From an optimization exercise on the open Yosys and OpenROAD flow, aimed at small area, a short achievable clock period and few clock cycles per item; shortcuts taken in it are not production practice. Only simulation tests tie the RTL to the original design; equivalence was not proved.

<file path="design/flow/run.sh">
#!/bin/bash
# synth_recipe.tcl (not shown) runs the flow's synth.tcl, then flattens the netlist and writes it again
# the make line also repeats each setting of config.mk as NAME=value (left out here)
make -C /OpenROAD-flow-scripts/flow DESIGN_CONFIG=/design/flow/config.mk WORK_HOME=/design/flow/orfs CLKGATE_MAP_FILE= SYNTH_SCRIPT=/design/flow/synth_recipe.tcl finish
</file>
<file path="design/flow/config.mk">
export PLATFORM = sky130hd
export DESIGN_NAME = blep_osc
export DESIGN_NICKNAME = blep_osc
export VERILOG_FILES = /design/flow/design.v
export SDC_FILE = /design/flow/constraint.sdc
export NUM_CORES = 4
export LEC_CHECK = 0
export CAP_MARGIN = 20
export CORE_MARGIN = 2
export CORE_UTILIZATION = 40
export SLEW_MARGIN = 20
</file>
<file path="design/flow/constraint.sdc">
create_clock -name core_clock -period 20.0 [get_ports {clk}]
set_input_delay 4.0000 -clock core_clock [delete_from_list [all_inputs] [get_ports {clk}]]
set_output_delay 4.0000 -clock core_clock [all_outputs]
set_load 0.01 [all_outputs]
</file>
<file path="design/flow/design.v">
module blep_osc (
    input  wire        clk,
    input  wire        rst,         
    input  wire        cfg_we,
    input  wire [2:0]  cfg_addr,
    input  wire [31:0] cfg_data,
    input  wire        in_valid,
    output wire        in_ready,
    output reg         out_valid,
    output reg  [31:0] out_y
);
    localparam [31:0] ONE      = 32'd65536;
    localparam [31:0] F_MIN    = 32'd655;           
    localparam [31:0] F_RST    = 32'd28835840;      
    localparam [31:0] GM_ONE   = 32'd1073741824;    
    localparam [31:0] C_DT     = 32'd97391;         
    localparam [31:0] PW_NORM  = 32'h80000000;      
    localparam [31:0] PW_JC    = 32'd2276332667;    
    localparam [31:0] C_HEAD   = 32'd46334;         
    localparam [3:0] S_IDLE = 4'd0, S_GLIDE = 4'd1, S_DT  = 4'd2, S_BCHK = 4'd3,
                     S_BDIV = 4'd4, S_BSQ   = 4'd5, S_MX1 = 4'd6, S_MX2  = 4'd7,
                     S_MX3  = 4'd8, S_MX4   = 4'd9, S_MX5 = 4'd10;
    reg [3:0] state;
    reg [31:0] freq, target, gmult, gsteps, stg_target, stg_mult;
    reg [16:0] blend, subblend;
    reg        jc;
    reg [31:0] phase, subphase;
    reg [31:0] dt;
    reg [1:0]  bi;                   
    reg signed [31:0] blep0, blep1, blep2, blep3;
    reg [32:0] rem;
    reg [15:0] q;
    reg [3:0]  cnt;
    reg        neg;
    reg signed [31:0] acc;
    assign in_ready = (state == S_IDLE);
    wire [31:0] dts = dt >> 1;
    wire [31:0] pw  = jc ? PW_JC : PW_NORM;
    reg [31:0] bt, bd;
    always @(*) begin
        case (bi)
            2'd0: begin bt = phase;                   bd = dt;  end
            2'd1: begin bt = phase - pw;              bd = dt;  end
            2'd2: begin bt = subphase;                bd = dts; end
            default: begin bt = subphase + 32'h80000000; bd = dts; end
        endcase
    end
    wire [32:0] bsum    = {1'b0, bt} + {1'b0, bd};
    wire        b_low   = (bt < bd);               
    wire        b_high  = bsum[32] && (bsum[31:0] != 32'd0);   
    wire [32:0] rem_sh = {rem[31:0], 1'b0};
    wire        rem_ge = (rem_sh >= {1'b0, bd});
    wire signed [31:0] saw     = $signed({1'b0, phase[31:15]}) - $signed(ONE) - blep0;
    wire signed [31:0] sq_nv   = (phase < pw) ? $signed(ONE) : -$signed(ONE);
    wire signed [31:0] square  = sq_nv + blep0 - blep1;
    wire signed [31:0] sub_nv  = (subphase < 32'h80000000) ? $signed(ONE) : -$signed(ONE);
    wire signed [31:0] sub     = sub_nv + blep2 - blep3;
    wire signed [31:0] x_q     = neg ? -$signed({16'd0, q}) : $signed({16'd0, q});
    reg  signed [32:0] ma, mb;
    wire signed [65:0] mprod = ma * mb;
    wire signed [31:0] mq    = mprod[47:16];    
    wire        [31:0] mg    = mprod[61:30];    
    wire        [31:0] mdt   = mprod[47:16];    
    always @(*) begin
        ma = 33'sd0;
        mb = 33'sd0;
        case (state)
            S_GLIDE: begin ma = {1'b0, freq};            mb = {1'b0, gmult};            end
            S_DT:    begin ma = {1'b0, freq};            mb = {1'b0, C_DT};             end
            S_BSQ:   begin ma = {x_q[31], x_q};          mb = {x_q[31], x_q};           end
            S_MX1:   begin ma = {16'd0, blend};          mb = {saw[31], saw};           end
            S_MX2:   begin ma = $signed({16'd0, ONE[16:0]}) - $signed({16'd0, blend});
                           mb = {square[31], square};                                   end
            S_MX3:   begin ma = $signed({16'd0, ONE[16:0]}) - $signed({16'd0, subblend});
                           mb = {acc[31], acc};                                         end
            S_MX4:   begin ma = {16'd0, subblend};       mb = {sub[31], sub};           end
            S_MX5:   begin ma = {1'b0, C_HEAD};          mb = {acc[31], acc};           end
            default: ;
        endcase
    end
    function [16:0] clamp01(input [31:0] v);
        if (v[31])
            clamp01 = 17'd0;
        else if (v > ONE)
            clamp01 = ONE[16:0];
        else
            clamp01 = v[16:0];
    endfunction
    always @(posedge clk) begin
        if (rst) begin
            state      <= S_IDLE;
            out_valid  <= 1'b0;
            out_y      <= 32'd0;
            freq       <= F_RST;
            target     <= F_RST;
            gmult      <= GM_ONE;
            gsteps     <= 32'd0;
            stg_target <= F_RST;
            stg_mult   <= GM_ONE;
            blend      <= ONE[16:0];
            subblend   <= 17'd0;
            jc         <= 1'b0;
            phase      <= 32'd0;
            subphase   <= 32'd0;
        end else begin
            out_valid <= 1'b0;
            if (cfg_we) begin
                case (cfg_addr)
                    3'd0: begin
                        freq     <= (cfg_data < F_MIN) ? F_MIN : cfg_data;
                        target   <= (cfg_data < F_MIN) ? F_MIN : cfg_data;
                        gsteps   <= 32'd0;
                        gmult    <= GM_ONE;
                        phase    <= 32'd0;
                        subphase <= 32'd0;
                    end
                    3'd1: stg_target <= (cfg_data < F_MIN) ? F_MIN : cfg_data;
                    3'd2: stg_mult   <= cfg_data;
                    3'd3: begin
                        target <= stg_target;
                        gmult  <= stg_mult;
                        gsteps <= (cfg_data == 32'd0) ? 32'd1 : cfg_data;
                    end
                    3'd4: blend    <= clamp01(cfg_data);
                    3'd5: subblend <= clamp01(cfg_data);
                    3'd6: if (cfg_data <= 32'd1) jc <= cfg_data[0];
                    3'd7: begin
                        phase    <= 32'd0;
                        subphase <= 32'd0;
                    end
                endcase
            end
            case (state)
                S_IDLE: if (in_valid) state <= S_GLIDE;
                S_GLIDE: begin
                    if (gsteps != 32'd0) begin
                        gsteps <= gsteps - 32'd1;
                        if (gsteps == 32'd1)
                            freq <= target;
                        else
                            freq <= (mg < F_MIN) ? F_MIN : mg;
                    end
                    state <= S_DT;
                end
                S_DT: begin
                    dt    <= mdt;
                    bi    <= 2'd0;
                    state <= S_BCHK;
                end
                S_BCHK: begin
                    if (b_low) begin
                        rem   <= {1'b0, bt};
                        neg   <= 1'b0;
                        cnt   <= 4'd15;
                        state <= S_BDIV;
                    end else if (b_high) begin
                        rem   <= {1'b0, -bt};
                        neg   <= 1'b1;
                        cnt   <= 4'd15;
                        state <= S_BDIV;
                    end else begin
                        case (bi)
                            2'd0: blep0 <= 32'sd0;
                            2'd1: blep1 <= 32'sd0;
                            2'd2: blep2 <= 32'sd0;
                            2'd3: blep3 <= 32'sd0;
                        endcase
                        bi    <= bi + 2'd1;
                        state <= (bi == 2'd3) ? S_MX1 : S_BCHK;
                    end
                end
                S_BDIV: begin
                    rem   <= rem_ge ? (rem_sh - {1'b0, bd}) : rem_sh;
                    q     <= {q[14:0], rem_ge};
                    cnt   <= cnt - 4'd1;
                    if (cnt == 4'd0)
                        state <= S_BSQ;
                end
                S_BSQ: begin
                    case (bi)
                        2'd0: blep0 <= neg ? (mq + (x_q <<< 1) + $signed(ONE)) : ((x_q <<< 1) - mq - $signed(ONE));
                        2'd1: blep1 <= neg ? (mq + (x_q <<< 1) + $signed(ONE)) : ((x_q <<< 1) - mq - $signed(ONE));
                        2'd2: blep2 <= neg ? (mq + (x_q <<< 1) + $signed(ONE)) : ((x_q <<< 1) - mq - $signed(ONE));
                        2'd3: blep3 <= neg ? (mq + (x_q <<< 1) + $signed(ONE)) : ((x_q <<< 1) - mq - $signed(ONE));
                    endcase
                    bi    <= bi + 2'd1;
                    state <= (bi == 2'd3) ? S_MX1 : S_BCHK;
                end
                S_MX1: begin acc <= mq;       state <= S_MX2; end
                S_MX2: begin acc <= acc + mq; state <= S_MX3; end
                S_MX3: begin acc <= mq;       state <= S_MX4; end
                S_MX4: begin acc <= acc + mq; state <= S_MX5; end
                S_MX5: begin
                    out_y     <= mq;
                    out_valid <= 1'b1;
                    phase     <= phase + dt;
                    subphase  <= subphase + dts;
                    state     <= S_IDLE;
                end
                default: state <= S_IDLE;
            endcase
        end
    end
endmodule
</file>
==> run summary <==
[worst register-to-register path: cells and delay by family (launching register included)]
family	cells	cell delay, ns
compound gates	17	5.12
flops	1	0.37
fa+ha+maj	14	6.28
buf+inv	6	1.28
xor+xnor	3	1.00
simple gates	16	4.30
[cell type report]
type                       instances  area (sq um)
sequential                       575         14000
timing repair buffer             259          2140
clock inverter                    40           490
clock buffer                      89          1890
multi-input combinational       7078         61100
tap                             2672          3340
antenna                            4          10.0
inverter                        1381          5180
fill                           20000        114000
[worst max-delay path by stage]
stage	end	slack [ns]	cells after the start
floorplan	blep0[31]	5.55	63
detailed placement	blep0[31]	1.72	56
global route	blep1[31]	0.49	56
CTS	blep0[31]	1.63	56
finish	blep1[31]	1.50	56
global placement	blep3[17]	-0.16	55
[placed cells by master, fill, tap and decap left out, types with 24 or more instances in the layout]
cell / count
a211oi_1: 78
a21o_1: 160
a21oi_1: 587
a221oi_1: 42
a22o_1: 24
a22oi_1: 57
a311oi_1: 43
a31oi_1: 63
and2_1: 185
and3_1: 35
buf_4: 186
clkbuf_16: 70
clkdlybuf4s50_1: 71
dfxtp_1: 328
edfxtp_1: 247
fa_1: 1138
ha_1: 665
inv_1: 1379
mux2_2: 31
mux2i_1: 47
nand2_1: 1551
nand2b_1: 59
nand3_1: 182
nand4_1: 50
nor2_1: 513
nor2b_1: 55
nor3_1: 124
nor4_1: 36
o211ai_1: 63
o21a_1: 54
o21ai_0: 273
o21bai_1: 62
o31ai_1: 28
or2_2: 28
or3_1: 48
xnor2_1: 250
xor2_1: 132
[synthesized netlist by cell type, drive strengths merged (48+ instances only)]
master,number
nand2,1554
inv,1380
fa,1138
ha,665
a21oi,593
nor2,525
clkbuf,417
dfxtp,328
o21ai,291
xnor2,257
edfxtp,247
and2,186
nand3,182
a21o,160
xor2,134
nor3,128
a211oi,81
a31oi,65
o211ai,64
o21bai,62
nand2b,60
a22oi,57
nor2b,56
o21a,54
nand4,50
or3,48
[per-layer routing]
metal  vias up  part of all wire [%]  routed length, microns  global-route usage [%]
li1      31000                     -                       -                       -
met1     34800                    41                  118000                    35.6
met2      2412                    48                  137000                    46.9
met3       547                   6.1                   17500                    3.46
met4         4                   5.0                   14500                    12.2
met5         -                0.0094                      27                       0
[power by group]
group / switching, mW / internal, mW
clock: 0.595 / 0.762
sequential: 0.0626 / 1.29
combinational: 1.67 / 0.831
total: 2.32 / 2.88
[logic make-up after synthesis]
kind of cell | count (synthesis) | synth area share, %
and+or+nand+nor | 2995 | 16.4
buffers and inverters | 1835 | 8.48
AOI/OAI and AO/OA | 1811 | 14.5
adders and majority gates | 1803 | 38.2
DFF | 575 | 17.2
xor gates and xnor gates | 391 | 4.20
muxes | 78 | 1.01
==> reports/results.ini <==
[finish]
final_area_sq_um=88200
layout.cells.non_filler=12100
areaGrowthSynthToFinish_pct=8.25
final_nets=11200
drive_gt1_share_pct=4.97
final_core_util_pct=43.6

[synth]
synth_area_leader_cell=fa_1
syn_area_sq_um=81500
async_reset_ff_share_pct=0
synth_cell_types=98
synth_warnings=1
synth.top_cell.area_share_pct=28.0
synth-main-ff-cell=dfxtp_1
ys_top_cells_by_area=fa_1 28%, ha_1 10%, edfxtp_1 9.1%, dfxtp_1 8.1%, nand2_1 7.2%
yosysSeqAreaShare_pct=17.2
ys_ff_latch=575
syn_area_per_cell_sq_um=8.59
syn-num-nets=11300
synth_edf_count=247
synth_cells=9488

[floorplan]
core_area_sq_um=202000
initial_core_util_pct=40.3
fp.dieH_microns=455
ios=73
die_area_sq_um=207000
die_w_microns=455
placementRows=165

[clock_network]
clk_pin_slew_ns=0.06
postCtsHoldBufs=0
ctsResizeCount=0
cts_made_buffers=70
root_buffer=clkbuf_16
cts_tree=done
clock-sinks=575
clk_latency_ns=0.70
post_cts_buffers=0
cts_buffer_depth=3
cts_max_level=3

[power]
power.total_mw=5.21
ir_drop_v=0.0000709
power_leakage_nw=39.9
p_per_area_nw_per_um2=59.1

[placed_design]
pre_cts_ws_ns=1.72
dp_hpwl_microns=230000
port-buffer-count=72
gp_congestion=0.982
dpl-instance-area_sq_um=85800
dp.cells=12000

[sta]
worst_pin_slew_ns=1.10
slew_headroom_pct=26.5
clock.fmax_mhz=54.0
hold_ws_ns=0.456
finClkSkew_ns=0.0392
finalSetupViolations=0
post-route-min-period_ns=18.50
finalHoldViolations=0
slew_violations=0
fin_tns_setup_ns=0
rsz0062_at_grt=false
setup_ws_ns=1.50
period_share_pct=92.5

[worst_setup_path]
critPathTopFamily=adder cells
cp_data_required_time_ns=20.50
worstReg2RegStart=jc
worstPathMaxFanout=30
critPathKind=reg -> reg
path_buf_inv=6
cp-start-kind=flip-flop
cpPeakStageDelay_ns=0.86
cp-end-kind=flip-flop
worst-endpoint-arrival_ns=19.00
r2r_cells=56
cp-startpoint=jc
rr_endpoint=blep1[31]
crit_top_cell=fa_1
regToRegSetupSlack_ns=1.50
slowest_stage=nand2_1

[global_route]
grt_overflow=0
grt_pass1_vias=70400
grtUsageTotal_pct=27.8
grt_max_degree=182
grt_pass1_wl_microns=438000
grt_antenna_before_repair=8

[hold_path]
hp-class=reg -> reg
hold_start=stg_target[25]
hold_end=stg_target[25]
hold-path-cell-count=2

[detailed_routing]
via_per_inst=5.69
wire_per_inst_microns=23.7
drt-total-wl_microns=287000
dr.pass1.iters=6
drt_iter0_drc=5637
vias=68800
ant_nets=0
drc=0

[flow_run]
cap_violations=0

[run_status]
status=timing/DRC/antenna clean

Testbench counts, summed over its fixed seeds: cycles 67,304, samples 4,800.

## what the ideal ports hide
The flow's constraints put no driver on any port. The routed layout listed below was extracted and timed again, unchanged, in two steps.
Step 1 (the two cells are an assumption about what drives the block):
set clk [get_ports {clk}]
set_driving_cell -lib_cell sky130_fd_sc_hd__clkbuf_16 $clk
set_driving_cell -lib_cell sky130_fd_sc_hd__buf_2 [delete_from_list [all_inputs] $clk]
Step 2 also shifts input and output timing later by t, the mid clock arrival at the registers, as if the neighbouring blocks saw the same clock.
Three values: ideal ports, drivers, drivers and shift; two values: the first two.
t (ns): 0.742
setup WS [ns]: 1.496 / 1.496 / 1.496
worst hold slack (ns): 0.456 / 0.456 / 0.456
latest minus earliest clock arrival (ns): 0.040 / 0.039
pins driven straight from the clock port: 1
After both steps this run still meets setup and hold. The setup slack of this run moves by 0.000 ns with the drivers and by 0.000 ns with both steps.
